This is an optimization exercise on Yosys and OpenROAD, whose aim is small area, a short achievable clock period and few clock cycles, not a production implementation. Function was checked by simulation only, so behaviour that the tests miss may differ from the original.

==> flow/design.v (excerpt) <==
module bh83_b83codec (
    input  wire        clk,
    input  wire        rst_n,       
    input  wire        start,
    input  wire        op,          
    input  wire [3:0]  len,         
    input  wire [63:0] value,       
    input  wire [79:0] chars_in,    
    output wire        ready,
    output reg         done,
    output reg  [3:0]  err_code,    
    output wire [15:0] err_info,
    output wire [63:0] res,         
    output wire [79:0] chars_out    
);
For scale: ~0.020 mm² of cells after synthesis.
clock: 80.0 ns
lec_check: 0
abc_area: 1
cap_margin: 20
core_margin: 2
core_utilization: 40
slew_margin: 20
standard.sh (not shown) runs the stock make flow with config.mk's settings and CLKGATE_MAP_FILE= SYNTH_SCRIPT=/design/flow/synth_recipe.tcl, a recipe that flattens the netlist after the stock synthesis.
==> flow/flow/run.sh <==
#!/bin/bash
set -euo pipefail
export BUFFER_PORTS_ARGS="-buffer_cell sky130_fd_sc_hd__buf_1"
bash standard.sh > standard_flow.log 2>&1
Testbench counts at the start, summed over its fixed seeds: cycles 8,677.
==> next run, changes <==
==> flow/run.sh (new file) <==
#!/bin/bash
# synth_recipe.tcl (not shown) runs the flow's synth.tcl, then flattens the netlist and writes it again
# the make line also repeats each setting of config.mk as NAME=value (left out here)
make -C /OpenROAD-flow-scripts/flow DESIGN_CONFIG=/design/flow/config.mk WORK_HOME=/design/flow/orfs CLKGATE_MAP_FILE= SYNTH_SCRIPT=/design/flow/synth_recipe.tcl finish
removed: flow/flow/run.sh
removed: flow/standard.sh
What happened:
- The changed run completed with no timing, DRC or antenna violations
- cell count is about the same
- sequential cell count stays the same
- core utilization rose by 3.9 points
- routed wire length rose by 1.9%

bh83_b83codec, a different RTL version from the one above (not shown whole).
Size: roughly 2700 cells after synthesis, ~190 flip-flops, ~320 I/O pins, ~20000 um^2 of cells after synthesis.
clock: 80.0 ns
lec_check: 0
abc_area: 1
cap_margin: 20
core_margin: 2
core_utilization: 65
slew_margin: 20
==> flow/flow/run.sh <==
#!/bin/bash
set -euo pipefail
export BUFFER_PORTS_ARGS="-buffer_cell sky130_fd_sc_hd__buf_1"
export SETUP_SLACK_MARGIN=62
bash standard.sh > standard_flow.log 2>&1
The first run ran to the end with no violations.
Testbench counts at the start, summed over its fixed seeds: cycles 8,677.
Next try:
--- a/flow/config.mk
+++ b/flow/config.mk
@@ -9,4 +9,4 @@
 export CAP_MARGIN = 20
 export CORE_MARGIN = 2
-export CORE_UTILIZATION = 65
+export CORE_UTILIZATION = 55
 export SLEW_MARGIN = 20
Outcome: The changed run completed with no timing, DRC or antenna violations. Critical path depth goes down by 4. Design area stays flat. Setup slack gets better by 0.48 ns.

bh83_b83codec, a different RTL version from the one above (not shown whole).
Size in the first run: roughly 2800 cells after synthesis, about 190 flip-flops, roughly 320 I/O pins, about 0.020 mm^2 of cells after synthesis.
export LEC_CHECK = 0
export ABC_AREA = 1
export CAP_MARGIN = 20
export CORE_MARGIN = 2
export CORE_UTILIZATION = 55
export SLEW_MARGIN = 20
create_clock -name core_clock -period 80.0 [get_ports {clk}]
==> flow/flow/run.sh <==
#!/bin/bash
set -euo pipefail
export BUFFER_PORTS_ARGS="-buffer_cell sky130_fd_sc_hd__buf_1"
export SETUP_SLACK_MARGIN=61
bash standard.sh > standard_flow.log 2>&1
Testbench counts at the start, summed over its fixed seeds: cycles 8,677.
==> next run, changes <==
==> flow/flow/run.sh (replaced) <==
#!/bin/bash
set -euo pipefail
export BUFFER_PORTS_ARGS="-buffer_cell sky130_fd_sc_hd__buf_1"
export SETUP_SLACK_MARGIN=62
bash standard.sh > standard_flow.log 2>&1
Outcome: The changed run completed with no timing, DRC or antenna violations; sequential share of layout area came out lower by 0.19 points; cell area rises by 0.76%; routed wire length grows by 0.36%; worst setup slack is better by 0.0080 ns; worst hold slack barely changes; synthesized area stays the same; final cell count hardly moves.
==> next run, changes <==
==> flow/flow/run.sh (replaced) <==
#!/bin/bash
set -euo pipefail
export BUFFER_PORTS_ARGS="-buffer_cell sky130_fd_sc_hd__buf_1"
export SETUP_SLACK_MARGIN=63
bash standard.sh > standard_flow.log 2>&1
Worst setup slack is better by 0.15 ns; non-clock buffer count increases by 28; die area is unchanged; register-to-register slack is better by 0.54 ns; area after synthesis does not change; count of clock-buffer cells in the layout stays the same; cell count rises by 0.81%.

bh83_b83codec, a different RTL version from the one above (not shown whole).
For scale: about 190 flip-flops, ~21000 um^2 of cells after synthesis.
// bh83_b83codec
module bh83_b83codec (
    input  wire        clk,
    input  wire        rst_n,       
    input  wire        start,
    input  wire        op,          
    input  wire [3:0]  len,         
    input  wire [63:0] value,       
    input  wire [79:0] chars_in,    
    output wire        ready,
    output reg         done,
    output reg  [3:0]  err_code,    
    output wire [15:0] err_info,
    output wire [63:0] res,         
    output wire [79:0] chars_out    
);
    localparam [3:0] E_OK       = 4'd0;
    localparam [3:0] E_INV_LEN  = 4'd2;
    localparam [3:0] E_INV_CHAR = 4'd3;
    localparam [3:0] E_ILLEGAL  = 4'd6;
    function [7:0] alpha;
        input [6:0] d;
        begin
            if (d < 7'd10)      alpha = 8'h30 + {1'b0, d};
            else if (d < 7'd36) alpha = 8'h41 + {1'b0, d} - 8'd10;
            else if (d < 7'd62) alpha = 8'h61 + {1'b0, d} - 8'd36;
            else begin
                case (d)
                    7'd62: alpha = 8'h23;   
                    7'd63: alpha = 8'h24;   
                    7'd64: alpha = 8'h25;   
                    7'd65: alpha = 8'h2A;   
                    7'd66: alpha = 8'h2B;   
                    7'd67: alpha = 8'h2C;   
                    7'd68: alpha = 8'h2D;   
                    7'd69: alpha = 8'h2E;   
                    7'd70: alpha = 8'h3A;   
                    7'd71: alpha = 8'h3B;   
                    7'd72: alpha = 8'h3D;   
                    7'd73: alpha = 8'h3F;   
                    7'd74: alpha = 8'h40;   
                    7'd75: alpha = 8'h5B;   
                    7'd76: alpha = 8'h5D;   
                    7'd77: alpha = 8'h5E;   
                    7'd78: alpha = 8'h5F;   
                    7'd79: alpha = 8'h7B;   
                    7'd80: alpha = 8'h7C;   
                    7'd81: alpha = 8'h7D;   
                    default: alpha = 8'h7E;  
                endcase
            end
        end
    endfunction
    function [7:0] digit_of;
        input [7:0] b;
        begin
            if (b >= 8'h30 && b <= 8'h39)      digit_of = b - 8'h30;
  ...
clock: 80.0 ns
lec_check: 0
abc_area: 1
cap_margin: 20
core_margin: 2
core_utilization: 55
slew_margin: 20
==> flow/flow/run.sh <==
#!/bin/bash
set -euo pipefail
export BUFFER_PORTS_ARGS="-buffer_cell sky130_fd_sc_hd__buf_1"
export SETUP_SLACK_MARGIN=62
bash standard.sh > standard_flow.log 2>&1
The baseline finished with timing, DRC and antenna clean.
Testbench counts at the start, summed over its fixed seeds: cycles 8,677.
Edit:
--- a/flow/flow/run.sh
+++ b/flow/flow/run.sh
@@ -4 +3,0 @@
-export SETUP_SLACK_MARGIN=62
After rerunning:
- die area stays the same
- cell area goes down by 1.8%
- hold slack is worse by 0.0045 ns
- critical path depth goes up by 118
- core utilization goes down by 1.1 points
- sequential cell count stays the same
- via count goes down by 0.59%
- worst setup slack is worse by 1.2 ns
- sequential share of layout area goes up by 0.45 points

## what the ideal ports hide
The results above use ideal ports. As a check the final layouts listed here were re-extracted and re-timed, cells and wires unchanged. Step 1 sets driving cells, clkbuf_16 on the clock port and buf_2 on the other inputs (assumed; they add their load-dependent delay and slew). Step 2, shift: input delay + t, output delay - t, t = (earliest + latest rising clock arrival at the registers) / 2. This alone moves slack from input paths to output paths. Three values: no drivers, after step 1, after step 2; two values: the first two.
run	t, ns	slack for setup (ns)	hold slack, ns	cell pins on the clock port's net
the first run of note 1	0.539	60.948 / 60.948 / 60.948	0.494 / 0.494 / 0.494	1
the second run of note 1	0.546	61.249 / 61.249 / 61.249	0.510 / 0.510 / 0.510	1
the first run of note 2	0.501	62.360 / 62.388 / 61.887	0.554 / 0.554 / 0.554	1
the second run of note 2	0.497	62.839 / 62.786 / 62.413	0.537 / 0.537 / 0.537	1
the first run of note 3	0.504	62.692 / 62.723 / 62.219	0.531 / 0.531 / 0.531	1
the second run of note 3	0.503	62.700 / 62.730 / 62.227	0.530 / 0.530 / 0.530	1
the third run of note 3	0.504	62.848 / 62.794 / 62.666	0.530 / 0.530 / 0.530	1
the first run of note 4	0.502	62.753 / 62.701 / 62.517	0.519 / 0.519 / 0.519	1
the second run of note 4	0.500	61.554 / 61.554 / 61.554	0.515 / 0.515 / 0.515	1
After both steps every run listed still meets setup and hold.
